Source: an optimization exercise on an open RTL-to-GDS flow (aim: small area). Production flows keep margins and buffers that such runs may drop.
RTL that was checked went through simulation tests only; none was proved equivalent to the original.
Power and IR drop assume default switching activity.

==> trial 36 <==
==> flow/design.v <==
module prt_agc (
    input  wire        clk,
    input  wire        rst,
    input  wire        bus_valid,
    input  wire        bus_wr,
    input  wire [7:0]  bus_addr,
    input  wire [31:0] bus_wdata,
    output reg  [31:0] bus_rdata,
    output wire        mem_req,
    output wire        mem_we,
    output wire [31:0] mem_addr,
    output wire [1:0]  mem_size,
    output wire [31:0] mem_wdata,
    input  wire        mem_ack,
    input  wire [31:0] mem_rdata,
    input  wire        cad_tick,
    input  wire        agc_tick,
    input  wire        cmp_in,
    output wire [5:0]  vref_code,
    output wire        ind_out,
    output wire        irq
);
    reg [31:0] tx_src, tx_dst, tx_count, tx_wrap;
    reg [1:0]  cfg_size;
    reg        cfg_exh;
    reg        armed, run, req, phase_wr, idle_pend;
    reg [31:0] off;
    reg [31:0] latch;           
    reg [31:0] cad_top, cad_cnt;
    reg        cad_ld;          
    reg        agc_en, agc_idle;
    reg [31:0] agc_top, agc_cnt;
    reg        agc_ld;          
    reg [5:0]  thr;
    reg        st_cmp, st_ind, st_mism;
    reg        if_done, if_tick, ien_done, ien_tick;
    reg [6:0]  err;
    function [31:0] dec32(input [31:0] a);
        integer i;
        reg o, g;
        begin
            o = 1'b0;
            g = 1'b0;
            for (i = 0; i < 32; i = i + 1) begin
                if (i % 4 == 0) begin
                    o = o | g;
                    g = 1'b0;
                end
                dec32[i] = !(a[i] ^ (o | g));
                g = g | a[i];
            end
        end
    endfunction
    function [31:0] add32(input [31:0] a, input [31:0] c);
        integer i, j;
        reg k, kb, gb, pb;
        reg [31:0] g, p;
        begin
            g = a & c;
            p = a ^ c;
            kb = 1'b0;
            for (i = 0; i < 32; i = i + 4) begin
                k = kb;
                gb = 1'b0;
                pb = 1'b1;
                for (j = i; j < i + 4; j = j + 1) begin
                    add32[j] = p[j] ^ k;
                    k = g[j] | (p[j] & k);
                    gb = g[j] | (p[j] & gb);
                    pb = pb & p[j];
                end
                kb = gb | (pb & kb);
            end
        end
    endfunction
    wire host_wr  = bus_valid && bus_wr;
    wire a_ok     = (bus_addr[1:0] == 2'b00);
    wire [4:0] ai = bus_addr[6:2];
    wire a_lo     = a_ok && !bus_addr[7] && !bus_addr[6];    
    wire a_hi     = a_ok && !bus_addr[7] &&  bus_addr[6] && (bus_addr[5:3] == 3'b000);  
    wire [31:0] wdm = bus_wdata & {32{!rst}};      
    wire w_src   = host_wr && a_lo && (ai[3:0] == 4'd0);
    wire w_dst   = host_wr && a_lo && (ai[3:0] == 4'd1);
    wire w_cfg   = host_wr && a_lo && (ai[3:0] == 4'd2);
    wire w_cnt   = host_wr && a_lo && (ai[3:0] == 4'd3);
    wire w_wrap  = host_wr && a_lo && (ai[3:0] == 4'd4);
    wire w_cmd   = host_wr && a_lo && (ai[3:0] == 4'd5);
    wire w_cadt  = host_wr && a_lo && (ai[3:0] == 4'd8);
    wire w_actl  = host_wr && a_lo && (ai[3:0] == 4'd10);
    wire w_agct  = host_wr && a_lo && (ai[3:0] == 4'd11);
    wire w_thr   = host_wr && a_lo && (ai[3:0] == 4'd13);
    wire w_if    = host_wr && a_lo && (ai[3:0] == 4'd15);
    wire w_ien   = host_wr && a_hi && !bus_addr[2];
    wire w_locked = host_wr && a_lo && !ai[3] && ((ai[2:0] <= 3'd4));
    wire [2:0] cmd = bus_wdata[2:0];
    wire cmd_arm   = w_cmd && (cmd == 3'b001);
    wire cmd_start = w_cmd && (cmd == 3'b010);
    wire cmd_stop  = w_cmd && (cmd == 3'b100);
    wire cmd_bad   = w_cmd && ((cmd[0] && cmd[1]) || (cmd[2] && (cmd[0] || cmd[1])));
    wire eng_fetch = !phase_wr && !idle_pend && req;
    wire busy      = phase_wr || idle_pend;
    assign mem_req   = busy || req;
    assign mem_we    = busy;
    assign mem_size  = cfg_size;
    assign mem_wdata = latch;
    wire fetch_go = eng_fetch && mem_ack;
    wire write_go = phase_wr && mem_ack;
    wire idle_go  = !phase_wr && idle_pend && mem_ack;
    wire [31:0] add_b = phase_wr ? {29'd0, cfg_size[1], cfg_size[0], !cfg_size[1] && !cfg_size[0]}
                                 : tx_src;
    wire [31:0] sum   = add32(off, add_b);
    assign mem_addr   = busy ? tx_dst : sum;
    wire cnt_hi0  = (tx_count[31:1] == 31'd0);
    wire cnt_one  = cnt_hi0 && tx_count[0];
    wire cnt_zero = cnt_hi0 && !tx_count[0];
    wire done     = armed && !cfg_exh && cnt_zero;
    wire exhaust  = write_go && cnt_one && !cfg_exh;
    wire off_clr  = rst || (sum == tx_wrap);
    wire run_e      = run && !exhaust;
    wire cad_step   = cad_tick && run_e;
    wire cad_zero   = (cad_cnt == 32'd0);
    wire cad_req    = cad_step && cad_zero && !(done || exhaust);
    wire req_e      = req && !fetch_go && !exhaust;
    wire cad_ovr    = cad_req && req_e;
    wire agc_step = agc_tick && agc_en;
    wire agc_zero = (agc_cnt == 32'd0);
    wire agc_fire = agc_step && agc_zero;
    wire agc_mism = (cmp_in != agc_idle);
    wire agc_load = w_actl && !agc_en && bus_wdata[0];
    reg [5:0] thr_step;
    reg [6:0] thr_p;
    integer ti;
    always @(*) begin
        thr_p[0] = 1'b1;
        for (ti = 0; ti < 6; ti = ti + 1)
            thr_p[ti+1] = thr_p[ti] && (thr[ti] == agc_mism);
        for (ti = 0; ti < 6; ti = ti + 1)
            thr_step[ti] = thr[ti] ^ (thr_p[ti] && !thr_p[6]);
    end
    wire cfg_valid = (cfg_size != 2'd3) &&
                     !(cfg_size[0] && (tx_src[0] || tx_dst[0] || tx_wrap[0])) &&
                     !(cfg_size[1] && ((|tx_src[1:0]) || (|tx_dst[1:0]) || (|tx_wrap[1:0]))) &&
                     (tx_wrap != 32'd0) && (cfg_exh || !cnt_zero);
    wire arm_ok   = cmd_arm && !armed && cfg_valid;
    wire start_ok = cmd_start && armed;
    wire [15:0] rs;
    genvar gi;
    generate
        for (gi = 0; gi < 16; gi = gi + 1) begin : g_rs
            assign rs[gi] = a_lo && (ai[3:0] == gi);
        end
    endgenerate
    wire rs_ien = a_hi && !bus_addr[2];
    wire rs_err = a_hi &&  bus_addr[2];
    wire [31:0] rd_val =
          ({32{rs[0]}}  & tx_src)
        | ({32{rs[1]}}  & tx_dst)
        | ({32{rs[2]}}  & {29'd0, cfg_exh, cfg_size})
        | ({32{rs[3]}}  & tx_count)
        | ({32{rs[4]}}  & tx_wrap)
        | ({32{rs[6]}}  & {27'd0, req, done, busy, run, armed})
        | ({32{rs[7]}}  & off)
        | ({32{rs[8]}}  & cad_top)
        | ({32{rs[9]  && cad_ld}} & cad_cnt)
        | ({32{rs[10]}} & {30'd0, agc_idle, agc_en})
        | ({32{rs[11]}} & agc_top)
        | ({32{rs[12] && agc_ld}} & agc_cnt)
        | ({32{rs[13]}} & {26'd0, thr})
        | ({32{rs[14]}} & {29'd0, st_mism, st_ind, st_cmp})
        | ({32{rs[15]}} & {30'd0, if_tick, if_done})
        | ({32{rs_ien}} & {30'd0, ien_tick, ien_done})
        | ({32{rs_err}} & {25'd0, err});
    always @(posedge clk)
        bus_rdata <= rd_val;
    always @(posedge clk) begin
        if (!phase_wr || mem_ack)
            latch <= mem_rdata & {32{fetch_go}};
        if (rst || (w_src && !armed))  tx_src  <= wdm;
        if (rst || (w_dst && !armed))  tx_dst  <= wdm;
        if (rst || (w_wrap && !armed)) tx_wrap <= wdm;
        if (rst || (w_cfg && !armed)) begin
            cfg_size <= wdm[1:0];
            cfg_exh  <= wdm[2];
        end
        if (rst || (w_cnt && !armed) || write_go)
            tx_count <= (armed && !rst) ? dec32(tx_count) : wdm;
        if (rst || write_go)
            off <= sum & {32{!off_clr}};
        if (rst || w_cadt) cad_top <= wdm;
        if (rst || w_agct) agc_top <= wdm;
        if (start_ok || cad_step)
            cad_cnt <= (start_ok || cad_zero) ? cad_top : dec32(cad_cnt);
        if (agc_load || agc_step)
            agc_cnt <= (agc_load || agc_zero) ? agc_top : dec32(agc_cnt);
    end
    always @(posedge clk) begin
        if (rst) begin
            armed     <= 1'b0;
            run       <= 1'b0;
            req       <= 1'b0;
            phase_wr  <= 1'b0;
            idle_pend <= 1'b0;
            cad_ld    <= 1'b0;
            agc_ld    <= 1'b0;
            agc_en    <= 1'b0;
            agc_idle  <= 1'b0;
            thr       <= 6'd32;
            st_cmp    <= 1'b0;
            st_ind    <= 1'b0;
            st_mism   <= 1'b0;
            if_done   <= 1'b0;
            if_tick   <= 1'b0;
            ien_done  <= 1'b0;
            ien_tick  <= 1'b0;
            err       <= 7'd0;
        end else begin
            armed     <= armed || arm_ok;
            phase_wr  <= phase_wr ? !mem_ack : fetch_go;
            idle_pend <= (idle_pend && !idle_go) || exhaust || arm_ok || (cmd_stop && armed);
            req       <= !cmd_stop && (req_e || cad_req);
            run       <= !cmd_stop && (run_e || start_ok);
            cad_ld    <= cad_ld || start_ok;
            agc_ld    <= agc_ld || agc_load;
            if (agc_fire) begin
                thr     <= agc_mism ? ((thr == 6'd63) ? thr : thr + 6'd1)
                                    : ((thr == 6'd0)  ? thr : thr - 6'd1);
                st_ind  <= !st_ind;
                st_cmp  <= cmp_in;
                st_mism <= agc_mism;
            end else if (w_thr && !agc_en) begin
                thr <= bus_wdata[5:0];
            end
            if (w_actl) begin
                agc_idle <= bus_wdata[1];
                agc_en   <= bus_wdata[0];
            end
            if (w_ien) begin
                ien_done <= bus_wdata[0];
                ien_tick <= bus_wdata[1];
            end
            if_done <= (if_done || exhaust)  && !(w_if && bus_wdata[0]);
            if_tick <= (if_tick || agc_fire) && !(w_if && bus_wdata[1]);
            err <= err | {w_thr && agc_en,
                          cmd_bad,
                          cad_ovr,
                          cmd_start && !armed,
                          w_locked && armed,
                          cmd_arm && armed,
                          cmd_arm && !armed && !cfg_valid};
        end
    end
    assign vref_code = thr;
    assign ind_out   = st_ind;
    assign irq       = (if_done && ien_done) || (if_tick && ien_tick);
endmodule
==> flow/flow/run.sh <==
#!/bin/bash
# The standard ORFS layout (standard.sh), with these changes:
#  * synthesis maps the logic with an area-oriented ABC script
#    (flow/abc_area.script) instead of ORFS's speed script, and without the
#    half-adder cells, so that ABC maps the counters' decrementers itself;
#    the registers are mapped before ABC runs, so they are the standard
#    synthesis's;
#  * every port is still buffered, with sky130_fd_sc_hd__buf_1;
#  * the clock tree uses larger sink clusters and no dummy loads.
set -euo pipefail
here=$(pwd)
rm -rf "$here/orfs_scripts"
cp -r "$FLOW_HOME/scripts" "$here/orfs_scripts"
cp "$here/flow/abc_area.script" "$here/orfs_scripts/abc_speed.script"

# the platform's don't-use list, plus the half adders (synthesis only)
du=$(sed -n '/^export DONT_USE_CELLS += \\/,/^#/p' "$FLOW_HOME/platforms/sky130hd/config.mk" \
     | grep -o 'sky130_fd_sc_hd__[a-z0-9_]*' | tr '\n' ' ')
du="$du sky130_fd_sc_hd__ha_1 sky130_fd_sc_hd__ha_2 sky130_fd_sc_hd__ha_4"

export BUFFER_PORTS_ARGS="-buffer_cell sky130_fd_sc_hd__buf_1"
export CTS_ARGS="-sink_clustering_enable -repair_clock_nets -dont_use_dummy_load -buf_list sky130_fd_sc_hd__clkbuf_16 -sink_clustering_size 26 -sink_clustering_max_diameter 90"

bash standard.sh SCRIPTS_DIR="$here/orfs_scripts" DONT_USE_CELLS="$du" synth > "$here/synth.log" 2>&1
bash standard.sh > "$here/layout.log" 2>&1
==> flow/flow/abc_area.script <==
&get -n
&st
&dch -f
&nf -R 1000 -p
&put
topo
stime -c
==> flow/standard.sh <==
#!/bin/bash
# synth_recipe.tcl (not shown) runs the flow's synth.tcl, then flattens the netlist and writes it again
# the make line also repeats each setting of config.mk as NAME=value (left out here)
make -C /OpenROAD-flow-scripts/flow DESIGN_CONFIG=/design/flow/config.mk WORK_HOME=/design/flow/orfs CLKGATE_MAP_FILE= SYNTH_SCRIPT=/design/flow/synth_recipe.tcl "${@:-finish}"
==> flow/config.mk <==
export PLATFORM = sky130hd
export DESIGN_NAME = prt_agc
export DESIGN_NICKNAME = prt_agc
export VERILOG_FILES = /design/flow/design.v
export SDC_FILE = /design/flow/constraint.sdc
export NUM_CORES = 4
export LEC_CHECK = 0
export CAP_MARGIN = 5
export CORE_MARGIN = 2
export CORE_UTILIZATION = 55
export GPL_TIMING_DRIVEN = 0
export SLEW_MARGIN = 5
==> flow/constraint.sdc <==
create_clock -name core_clock -period 10.0 [get_ports {clk}]
set_input_delay 2.0000 -clock core_clock [delete_from_list [all_inputs] [get_ports {clk}]]
set_output_delay 2.0000 -clock core_clock [all_outputs]
set_load 0.01 [all_outputs]
==> trial 19 (differences from trial 36) <==
--- a/flow/design.v
+++ b/flow/design.v
@@ -23,7 +23,7 @@
     reg [31:0] tx_src, tx_dst, tx_count, tx_wrap;
     reg [1:0]  cfg_size;
     reg        cfg_exh;
-    reg        armed, run, req, phase_wr, idle_pend;
+    reg        armed, run, done, req, phase_wr, idle_pend;
     reg [31:0] off;
     reg [31:0] latch;           
     reg [31:0] cad_top, cad_cnt;
@@ -59,11 +59,11 @@
             g = a & c;
             p = a ^ c;
             kb = 1'b0;
-            for (i = 0; i < 32; i = i + 4) begin
+            for (i = 0; i < 32; i = i + 8) begin
                 k = kb;
                 gb = 1'b0;
                 pb = 1'b1;
-                for (j = i; j < i + 4; j = j + 1) begin
+                for (j = i; j < i + 8; j = j + 1) begin
                     add32[j] = p[j] ^ k;
                     k = g[j] | (p[j] & k);
                     gb = g[j] | (p[j] & gb);
@@ -110,10 +110,7 @@
                                  : tx_src;
     wire [31:0] sum   = add32(off, add_b);
     assign mem_addr   = busy ? tx_dst : sum;
-    wire cnt_hi0  = (tx_count[31:1] == 31'd0);
-    wire cnt_one  = cnt_hi0 && tx_count[0];
-    wire cnt_zero = cnt_hi0 && !tx_count[0];
-    wire done     = armed && !cfg_exh && cnt_zero;
+    wire cnt_one  = (tx_count == 32'd1);
     wire exhaust  = write_go && cnt_one && !cfg_exh;
     wire off_clr  = rst || (sum == tx_wrap);
     wire run_e      = run && !exhaust;
@@ -140,7 +137,7 @@
     wire cfg_valid = (cfg_size != 2'd3) &&
                      !(cfg_size[0] && (tx_src[0] || tx_dst[0] || tx_wrap[0])) &&
                      !(cfg_size[1] && ((|tx_src[1:0]) || (|tx_dst[1:0]) || (|tx_wrap[1:0]))) &&
-                     (tx_wrap != 32'd0) && (cfg_exh || !cnt_zero);
+                     (tx_wrap != 32'd0) && (cfg_exh || tx_count != 32'd0);
     wire arm_ok   = cmd_arm && !armed && cfg_valid;
     wire start_ok = cmd_start && armed;
     wire [15:0] rs;
@@ -197,6 +194,7 @@
         if (rst) begin
             armed     <= 1'b0;
             run       <= 1'b0;
+            done      <= 1'b0;
             req       <= 1'b0;
             phase_wr  <= 1'b0;
             idle_pend <= 1'b0;
@@ -215,15 +213,15 @@
             err       <= 7'd0;
         end else begin
             armed     <= armed || arm_ok;
-            phase_wr  <= phase_wr ? !mem_ack : fetch_go;
+            phase_wr  <= (phase_wr && !mem_ack) || fetch_go;
             idle_pend <= (idle_pend && !idle_go) || exhaust || arm_ok || (cmd_stop && armed);
             req       <= !cmd_stop && (req_e || cad_req);
             run       <= !cmd_stop && (run_e || start_ok);
+            done      <= done || exhaust;
             cad_ld    <= cad_ld || start_ok;
             agc_ld    <= agc_ld || agc_load;
             if (agc_fire) begin
-                thr     <= agc_mism ? ((thr == 6'd63) ? thr : thr + 6'd1)
-                                    : ((thr == 6'd0)  ? thr : thr - 6'd1);
+                thr     <= thr_step;
                 st_ind  <= !st_ind;
                 st_cmp  <= cmp_in;
                 st_mism <= agc_mism;
==> flow/flow/run.sh (replaced) <==
#!/bin/bash
# The standard ORFS layout, with three changes:
#  * synthesis maps the logic with an area-oriented ABC script
#    (flow/abc_area.script) instead of ORFS's speed script; the registers
#    are mapped before ABC runs, so they are the standard synthesis's;
#  * every port is still buffered, with sky130_fd_sc_hd__buf_1;
#  * the clock tree uses larger sink clusters and no dummy loads.
set -euo pipefail
here=$(pwd)
rm -rf "$here/orfs_scripts"
cp -r "$FLOW_HOME/scripts" "$here/orfs_scripts"
cp "$here/flow/abc_area.script" "$here/orfs_scripts/abc_speed.script"

export BUFFER_PORTS_ARGS="-buffer_cell sky130_fd_sc_hd__buf_1"
export CTS_ARGS="-sink_clustering_enable -repair_clock_nets -dont_use_dummy_load -buf_list sky130_fd_sc_hd__clkbuf_16 -sink_clustering_size 20 -sink_clustering_max_diameter 80"

bash standard.sh SCRIPTS_DIR="$here/orfs_scripts" synth > "$here/synth.log" 2>&1
bash standard.sh > "$here/layout.log" 2>&1
Settings changed: CAP_MARGIN 5 to 20, CORE_UTILIZATION 55 to 40, GPL_TIMING_DRIVEN 0 to default, SLEW_MARGIN 5 to 20.
==> notes.md <==
Worst slew margin: trial 36 21.1%; trial 19 28.7%
Final setup slack of the worst path: trial 36 496 ps; trial 19 -808 ps
Worst R2R End: trial 36 off[2]; trial 19 off[8]
Sequential-to-total area share from yosys stat: trial 36 61.0%; trial 19 59.4%
Clock power share: trial 36 24.8%; trial 19 28.1%
Global-route wire length before repair: trial 36 79500 µm; trial 19 88300 µm
Overall die area: trial 36 34000 µm²; trial 19 47800 µm²
Number of placed instances, taps included: trial 36 2147; trial 19 2369
Final worst path period share: trial 36 95.0%; trial 19 108%
Result of the run: trial 36 no timing/DRC/antenna violations; trial 19 finished with violations
Reasons for failing layout checks: trial 36 -; trial 19 negative setup slack
Final wirelength: trial 36 53300 µm; trial 19 59600 µm
Post-layout min period: trial 36 9500 ps; trial 19 10810 ps
Global Route met1 Usage: trial 36 44.3%; trial 19 33.8%
Area occupied by registers: trial 36 10900 µm²; trial 19 10900 µm²
Leakage component of the power: trial 36 6.77 nW; trial 19 7.18 nW
Routability congestion estimate from global placement: trial 36 0.889; trial 19 0.876
Setup violators final: trial 36 0; trial 19 7
Die Wd: trial 36 184 µm; trial 19 219 µm
Maximum number of pins on one net before global-route repair: trial 36 48; trial 19 66
Most frequent CP cell: trial 36 sky130_fd_sc_hd__fa_1; trial 19 sky130_fd_sc_hd__fa_2
Count of fill cells added during filler insertion: trial 36 2598; trial 19 4192
Number of design-rule violations left by the first detailed-router iteration: trial 36 1930; trial 19 1965
Worst-case clock skew: trial 36 18.0 ps; trial 19 33.9 ps
Number of different library cells in the post-synthesis netlist: trial 36 50; trial 19 48
Only the layout flow was run in trial 19; the RTL was not checked for function there.

-- separate check: timing with driven ports --
No port has a modelled driver above. Below, the same layouts with a new extraction and two added sets of constraints.
Step 1: set_driving_cell puts a clkbuf_16 on clk and a buf_2 on each other input, an assumption about the parent block.
Step 2 also shifts input and output timing later by t, the mid clock arrival at the registers, as if the neighbouring blocks saw the same clock.
Slacks: no drivers / after step 1 / after step 2; pairs: no drivers / after step 1.
| run | t, ns | setup WS [ns] | hold slack, ns | slew at the worst register clock pin (ns) | worst data-port slew with drivers (ns) |
|---|---|---|---|---|---|
| trial 36 | 0.580 | 0.496 / 0.441 / 1.021 | 0.489 / 0.489 / 0.489 | 0.11 / 0.11 | 0.05 |
| trial 19 | 0.616 | -0.808 / -0.861 / -0.245 | 0.474 / 0.474 / 0.474 | 0.09 / 0.09 | 0.08 |
